Background: an optimization exercise with open tools, aiming at small area, a short achievable clock period and few clock cycles per item. Do not read the settings as production practice.
In this exercise RTL edits were held to simulation tests only and were not proved equivalent to the original.

--- design/flow/design.v ---
module qam_demap_pack (
    input  wire               clk,
    input  wire               rst,         
    input  wire               cfg_we,
    input  wire [3:0]         cfg_idx,
    input  wire signed [15:0] cfg_re,
    input  wire signed [15:0] cfg_im,
    input  wire [3:0]         cfg_code,
    input  wire               in_valid,
    output wire               in_ready,
    input  wire signed [15:0] in_re,
    input  wire signed [15:0] in_im,
    input  wire               in_last,
    output reg                out_valid,
    input  wire               out_ready,
    output reg  [7:0]         out_char,
    output reg                out_last,
    output wire               idle
);
    localparam integer SH = 9;           
    reg [15:0] tab_re   [0:15];
    reg [15:0] tab_im   [0:15];
    reg [3:0]  tab_code [0:15];
    reg [15:0] wr;
    function [15:0] level;
        input [1:0] a;
        case (a)
            2'd0: level = 16'hD000;    
            2'd1: level = 16'hF000;    
            2'd2: level = 16'h1000;    
            default: level = 16'h3000;  
        endcase
    endfunction
    function [1:0] gray;
        input [1:0] a;
        gray = a ^ (a >> 1);
    endfunction
    always @(posedge clk) begin
        if (cfg_we) begin
            tab_re[cfg_idx]   <= cfg_re;
            tab_im[cfg_idx]   <= cfg_im;
            tab_code[cfg_idx] <= cfg_code;
        end
    end
    always @(posedge clk) begin
        if (rst)
            wr <= 16'd0;
        else if (cfg_we)
            wr[cfg_idx] <= 1'b1;
    end
    reg        zv;
    reg [15:0] z_re, z_im;
    reg        z_last;
    function [7:0] sq4;
        input [3:0] x;
        case (x)
            4'd0:  sq4 = 8'd0;    4'd1:  sq4 = 8'd1;
            4'd2:  sq4 = 8'd4;    4'd3:  sq4 = 8'd9;
            4'd4:  sq4 = 8'd16;   4'd5:  sq4 = 8'd25;
            4'd6:  sq4 = 8'd36;   4'd7:  sq4 = 8'd49;
            4'd8:  sq4 = 8'd64;   4'd9:  sq4 = 8'd81;
            4'd10: sq4 = 8'd100;  4'd11: sq4 = 8'd121;
            4'd12: sq4 = 8'd144;  4'd13: sq4 = 8'd169;
            4'd14: sq4 = 8'd196;  default: sq4 = 8'd225;
        endcase
    endfunction
    function [4:0] lbound;
        input [6:0] zc, tc;
        reg [7:0] d;
        begin
            d = {zc[6], zc} - {tc[6], tc};
            if (d[7])
                lbound = (d[7:4] == 4'hF) ? {1'b0, ~d[3:0]} : 5'd15;
            else if (d[7:4] != 4'h0)
                lbound = 5'd15;
            else if (d[3:0] == 4'h0)
                lbound = 5'b10000;
            else
                lbound = {1'b0, d[3:0] - 4'd1};
        end
    endfunction
    function [8:0] hsq;
        input [4:0] l;
        case (l)
            5'd0:  hsq = 9'd4;    5'd1:  hsq = 9'd9;
            5'd2:  hsq = 9'd16;   5'd3:  hsq = 9'd25;
            5'd4:  hsq = 9'd36;   5'd5:  hsq = 9'd49;
            5'd6:  hsq = 9'd64;   5'd7:  hsq = 9'd81;
            5'd8:  hsq = 9'd100;  5'd9:  hsq = 9'd121;
            5'd10: hsq = 9'd144;  5'd11: hsq = 9'd169;
            5'd12: hsq = 9'd196;  5'd13: hsq = 9'd225;
            5'd14: hsq = 9'd256;  5'd15: hsq = 9'd289;
            default: hsq = 9'd1;
        endcase
    endfunction
    wire [16*5-1:0]  lr_all, li_all;
    wire [16*9-1:0]  lo_all;         
    wire [16*4-1:0]  key_all;        
    wire [16*18-1:0] pay_all;        
    genvar g;
    generate
        for (g = 0; g < 16; g = g + 1) begin : pe
            localparam [3:0] G = g;
            wire [15:0] ere = wr[g] ? tab_re[g] : level(G[3:2]);
            wire [15:0] eim = wr[g] ? tab_im[g] : level(G[1:0]);
            wire [3:0]  cde = wr[g] ? tab_code[g] : {gray(G[3:2]), gray(G[1:0])};
            wire [4:0]  lr  = lbound(z_re[15:SH], ere[15:SH]);
            wire [4:0]  li  = lbound(z_im[15:SH], eim[15:SH]);
            assign lo_all[9*g +: 9]   = sq4(lr[3:0]) + sq4(li[3:0]);
            assign key_all[4*g +: 4]  = (lr[3:0] > li[3:0]) ? lr[3:0] : li[3:0];
            assign pay_all[18*g +: 18] = {G, cde, lr, li};
        end
    endgenerate
    wire [8*4-1:0] t1k;  wire [8*18-1:0] t1p;
    wire [4*4-1:0] t2k;  wire [4*18-1:0] t2p;
    wire [2*4-1:0] t3k;  wire [2*18-1:0] t3p;
    wire [2*9-1:0] f3;
    wire [1:0]     s3;
    generate
        for (g = 0; g < 8; g = g + 1) begin : l1
            wire b = key_all[4*(2*g+1) +: 4] < key_all[4*(2*g) +: 4];
            assign t1k[4*g +: 4]   = b ? key_all[4*(2*g+1) +: 4]  : key_all[4*(2*g) +: 4];
            assign t1p[18*g +: 18] = b ? pay_all[18*(2*g+1) +: 18] : pay_all[18*(2*g) +: 18];
        end
        for (g = 0; g < 4; g = g + 1) begin : l2
            wire b = t1k[4*(2*g+1) +: 4] < t1k[4*(2*g) +: 4];
            assign t2k[4*g +: 4]   = b ? t1k[4*(2*g+1) +: 4]  : t1k[4*(2*g) +: 4];
            assign t2p[18*g +: 18] = b ? t1p[18*(2*g+1) +: 18] : t1p[18*(2*g) +: 18];
        end
        for (g = 0; g < 2; g = g + 1) begin : l3
            wire b = t2k[4*(2*g+1) +: 4] < t2k[4*(2*g) +: 4];
            wire [17:0] p = b ? t2p[18*(2*g+1) +: 18] : t2p[18*(2*g) +: 18];
            assign t3k[4*g +: 4]   = b ? t2k[4*(2*g+1) +: 4]  : t2k[4*(2*g) +: 4];
            assign t3p[18*g +: 18] = p;
            assign f3[9*g +: 9] = hsq(p[9:5]) + hsq(p[4:0]);
            assign s3[g] = (p[8:5] >= 4'd14) || (p[3:0] >= 4'd14);
        end
    endgenerate
    wire        fin    = t3k[7:4] < t3k[3:0];
    wire [17:0] win    = fin ? t3p[35:18] : t3p[17:0];
    wire [3:0]  m      = win[17:14];
    wire [3:0]  m_code = win[13:10];
    wire [8:0]  hi_m   = fin ? f3[17:9] : f3[8:0];
    wire        m_sat  = fin ? s3[1] : s3[0];
    wire [15:0] sep;
    generate
        for (g = 0; g < 16; g = g + 1) begin : chk
            assign sep[g] = (m == g) || (lo_all[9*g +: 9] > hi_m);
        end
    endgenerate
    wire fast_ok = (&sep) && !m_sat;
    reg        rv, r_ok, r_last;
    reg [3:0]  r_code;
    reg [15:0] r_re, r_im;
    reg        hv;
    reg [3:0]  h_code;
    reg        fb_busy, fb_done;
    wire r_res  = r_ok || fb_done;
    wire r_take = rv && r_res && (!hv || !out_valid || out_ready);
    wire r_free = !rv || r_take;
    wire r_sure = rv && r_res && (!hv || !out_valid);
    assign in_ready = !zv || !rv || r_sure;
    assign idle     = !zv && !rv;
    wire accept = in_valid && in_ready;
    wire z_move = zv && r_free;
    reg [1:0]  fb_ph;            
    reg [3:0]  fj, fb_b, best_j;
    reg [16:0] a_re, a_im;
    reg [32:0] acc, best_d;
    wire [15:0] f_re = wr[fj] ? tab_re[fj] : level(fj[3:2]);
    wire [15:0] f_im = wr[fj] ? tab_im[fj] : level(fj[1:0]);
    wire [16:0] f_dr = {r_re[15], r_re} - {f_re[15], f_re};
    wire [16:0] f_di = {r_im[15], r_im} - {f_im[15], f_im};
    wire [32:0] acc_nx = {acc[31:0], 1'b0} + (a_re[fb_b] ? a_re[15:0] : 16'd0)
                                           + (a_im[fb_b] ? a_im[15:0] : 16'd0);
    wire [3:0]  fb_code = wr[best_j] ? tab_code[best_j]
                                     : {gray(best_j[3:2]), gray(best_j[1:0])};
    always @(posedge clk) begin
        if (rst) begin
            zv <= 1'b0;
            rv <= 1'b0;
            hv <= 1'b0;
            out_valid <= 1'b0;
            fb_busy <= 1'b0;
            fb_done <= 1'b0;
        end else begin
            if (accept) begin
                z_re <= in_re;
                z_im <= in_im;
                z_last <= in_last;
                zv <= 1'b1;
            end else if (z_move)
                zv <= 1'b0;
            if (r_free) begin
                rv <= zv;
                r_ok <= fast_ok;
                r_code <= m_code;
                r_last <= z_last;
                r_re <= z_re;
                r_im <= z_im;
            end
            if (out_valid && out_ready)
                out_valid <= 1'b0;
            if (r_take) begin
                if (!hv) begin
                    hv <= !r_last;
                    h_code <= fb_done ? fb_code : r_code;
                end else begin
                    out_valid <= 1'b1;
                    out_char <= {h_code, fb_done ? fb_code : r_code};
                    out_last <= r_last;
                    hv <= 1'b0;
                end
            end
            if (r_take)
                fb_done <= 1'b0;
            if (rv && !r_ok && !fb_busy && !fb_done) begin
                fb_busy <= 1'b1;
                fb_ph <= 2'd0;
                fj <= 4'd0;
            end else if (fb_busy) begin
                case (fb_ph)
                    2'd0: begin
                        a_re <= f_dr;
                        a_im <= f_di;
                        fb_ph <= 2'd1;
                    end
                    2'd1: begin
                        if (a_re[16]) a_re <= 17'd0 - a_re;
                        if (a_im[16]) a_im <= 17'd0 - a_im;
                        acc <= 33'd0;
                        fb_b <= 4'd15;
                        fb_ph <= 2'd2;
                    end
                    default: begin
                        acc <= acc_nx;
                        fb_b <= fb_b - 4'd1;
                        if (fb_b == 4'd0) begin
                            if (fj == 4'd0 || acc_nx < best_d) begin
                                best_d <= acc_nx;
                                best_j <= fj;
                            end
                            fj <= fj + 4'd1;
                            fb_ph <= 2'd0;
                            if (fj == 4'd15) begin
                                fb_busy <= 1'b0;
                                fb_done <= 1'b1;
                            end
                        end
                    end
                endcase
            end
        end
    end
endmodule
--- design/flow/run.sh ---
#!/bin/bash
# synth_recipe.tcl (not shown) runs the flow's synth.tcl, then flattens the netlist and writes it again
# the make line also repeats each setting of config.mk as NAME=value (left out here)
make -C /OpenROAD-flow-scripts/flow DESIGN_CONFIG=/design/flow/config.mk WORK_HOME=/design/flow/orfs CLKGATE_MAP_FILE= SYNTH_SCRIPT=/design/flow/synth_recipe.tcl finish
--- design/flow/config.mk ---
export PLATFORM = sky130hd
export DESIGN_NAME = qam_demap_pack
export DESIGN_NICKNAME = qam_demap_pack
export VERILOG_FILES = /design/flow/design.v
export SDC_FILE = /design/flow/constraint.sdc
export NUM_CORES = 4
export LEC_CHECK = 0
export CAP_MARGIN = 20
export CORE_MARGIN = 2
export CORE_UTILIZATION = 40
export SLEW_MARGIN = 20
--- design/flow/constraint.sdc ---
create_clock -name core_clock -period 13.0 [get_ports {clk}]
set_input_delay 2.6000 -clock core_clock [delete_from_list [all_inputs] [get_ports {clk}]]
set_output_delay 2.6000 -clock core_clock [all_outputs]
set_load 0.01 [all_outputs]
==> notes.md <==
Overflow after GRT 0; footprint of the multi-input gates around 43000 µm²; leading cell type in the layout, fill and taps excluded edfxtp_1; global-route wire length before repair between 300000 and 400000 µm; final core utilization 0.4721; Register Area about 24000 µm²; fin crit period roughly 13 ns; post-route insts no fill between 9000 and 10000; Die Area 173800 µm²; Synth cell types around 130; TritonCTS Sinks 803; row count 151; hold buffer count at cts 0; CP Capture Type register; wire length per cell roughly 25 µm; crit path launch type register; Via density 6.009; Syn. warnings 1; layout cells sized above 1 0.1736; Slowest cell on crit path or4_4; most frequent cells in the layout 773 x edfxtp_1, 649 x ha_1, 469 x buf_4; Max FO, Critical Path 9; max cap viols 0; Mapped Nets ~7600; Starting Density 0.4025; Yosys reg bits ~800; CTS Root Cell clkbuf_16; R2R depth between 60 and 70; Post-synth EDFFs slightly below 800; Slew @ Worst Pin between 1 and 1.5 ns; area share of the largest cell type after synthesis 0.3403; CTS tree done; Finish-stage setup viols 0; leading post-synthesis cells by cell area edfxtp_1 34%, ha_1 12%, mux4_2 6.3%; Worst Setup EP r_ok; Final period util 0.9662; number of antenna violations at the first check in global routing 31; HP Class reg2reg; run status no timing/DRC/antenna violations; Area growth, synth to finish 17.29%; Final Skew 0.05897 ns; maximum number of pins on one net before global-route repair 47; total CTS buffers 87; Post-Syn Area around 68000 µm²; final worst slack about 0.44 ns; Longest Clk Path Bufs 3; die height 416.9 µm; top_reg_cell synth edfxtp_1; Clk Latency, worst-skew pair 0.68 ns; critical path arrival 13.04 ns; Worst path most repeated cell ha_1; Fin. Hold Viols 0; vias approximately 58000; drt drc 0; slowest stage delay, CP around 0.55 ns; IO Port Bufs 89; Post-DRT Antenna Nets 0; Die Width between 400 and 500 µm; R2R Path End r_ok; First DRT Iteration DRCs 5747; H-tree depth 3; sequential area share after synthesis 0.3491; Final Routed Wirelength 240300 µm; DRT Pass-1 Iters 6; leading area contributor after synthesis edfxtp_1; CP required 13.48 ns; I/O pin total 90; GR Util All Layers 0.2649; Final Slew Violations 0; Max-slew headroom 0.1958; filler instances 15584; clock-pin slew on the worst setup and hold paths 0.08 ns; f_max roughly 80 MHz; core footprint 169500 µm²; Async S/R FF share, synth 0; Setup crit start z_re[9]; Setup CP Type reg2reg; Post-Syn Instances around 6800; worst r2r src z_re[9]; Placed Cells approximately 9400; Mapped Avg Cell Area about 10 µm²; routability-driven placement congestion ratio between 0.9 and 1; flop2flop setup slack 0.44 ns; dpl ws -0.3548 ns; Post-DP HPWL approximately 190000 µm; vias in the first global route about 54000; NumNets Final approximately 8100
-- worst min-delay path by stage --
stage | startpoint | to | slack (ns) | cells after the start
finish | z_re[7] | r_re[7] | 0.42 | 0
global route | h_code[1] | out_char[5] | 0.42 | 0
CTS | z_im[4] | r_im[4] | 0.42 | 0
detailed placement | z_im[4] | r_im[4] | 0.40 | 0
global placement | z_im[3] | r_im[3] | 0.41 | 0
floorplan | h_code[0] | out_char[4] | 0.40 | 0
-- state kept, by name, indices dropped and copies added, names as in the netlist, 17 cells and up, named ones only --
| signal | cells |
|---|---|
| a_im | 17 |
| a_re | 17 |
| acc | 32 |
| best_d | 33 |
| tab_code | 64 |
| tab_im | 256 |
| tab_re | 256 |
-- synth_stat cells (all sizes together), types with 44 or more instances --
cell and number:
a211oi 75, a21o 160, a21oi 483, a31oi 70
and2 165, and3 44, buf 51, clkbuf 146
edfxtp 773, fa 68, ha 665, inv 450
mux2i 111, mux4 190, nand2 469, nand2b 140
nand3 105, nor2 477, nor2b 212, nor3 103
nor3b 49, o211ai 50, o21a 98, o21ai 312
o21bai 67, o22ai 72, o31ai 52, or2 44
or3 57, xnor2 219, xor2 98
-- metal layers --
layer,global-route usage,share of wire
met4,0.1138,0.052
met1,0.3616,0.43
met3,0.03316,0.069
met2,0.4234,0.45
met5,0,0.00073
-- repair_timing --
action	4_1_cts	5_1_grt
pin swaps	4	69
setup buffers	5	49
endpoints found under the setup margin	1	1
gates cloned	0	2
gates resized for setup	13	264
-- final cells by class --
cell class | instances | share of cell area
repair buffers | 598 | 0.06378
inverters | 452 | 0.02132
diodes | 9 | 0.0002815
clock inverters | 52 | 0.009759
multi-input cells | 5340 | 0.5433
flip-flops and latches | 803 | 0.2979
clock buffers | 110 | 0.02893
well taps | 2218 | 0.03469
-- worst max-delay path, delay by kind of cell (launching register included) --
kind                       cells  cell delay [ns]
xor gates and xnor gates       1             0.16
AOI/OAI and AO/OA             24             4.31
buffers and inverters         14             1.76
muxes                          2             0.31
and+or+nand+nor               13             2.20
adders and majority gates     11             3.13
DFF                            1             0.43
-- metrics by stage --
step                instance area (µm²)  setup TNS [ns]  hold WS (ns)
floorplan                         68780               0        0.4003
global placement                  75220         -0.1126        0.4052
detailed placement                75250         -0.3548        0.4045
CTS                               78430               0        0.4183
global route                      80000         -0.1781        0.4226
finish                            80000               0        0.4157
-- cell families after synthesis --
| kind of cell | synth area share |
|---|---|
| adders and majority gates | 0.1448 |
| muxes | 0.08510 |
| xor gates and xnor gates | 0.04138 |
| buffers and inverters | 0.03720 |
| and+or+nand+nor | 0.1581 |
| AOI/OAI and AO/OA | 0.1843 |
| DFF | 0.3491 |
Testbench counts, summed over its fixed seeds: cycles 2,072, symbols 2,048.

-- afterwards: timing with drivers on the ports --
No port has a modelled driver above. Below, the same layout with a new extraction and two added sets of constraints. Step 1 sets driving cells, clkbuf_16 on the clock port and buf_2 on the other inputs (assumed; they add their load-dependent delay and slew). Step 2 times the ports against the registers' clock, not the clock port: input delays grow and output delays shrink by t, the midpoint of the rising clock arrivals with the driver on. a / b / c = no drivers / after step 1 / after step 2; a / b = the first two.
t, ns: 0.732
setup WS [ns]: 0.440 / 0.440 / 0.440
latest minus earliest clock arrival (ns): 0.073 / 0.073
slew at the worst register clock pin (ns): 0.08 / 0.08
pins driven straight from the clock port: 1
After both steps this run still meets setup and hold. For this run, drivers alone change the setup slack by 0.000 ns; drivers and shift together by 0.000 ns.
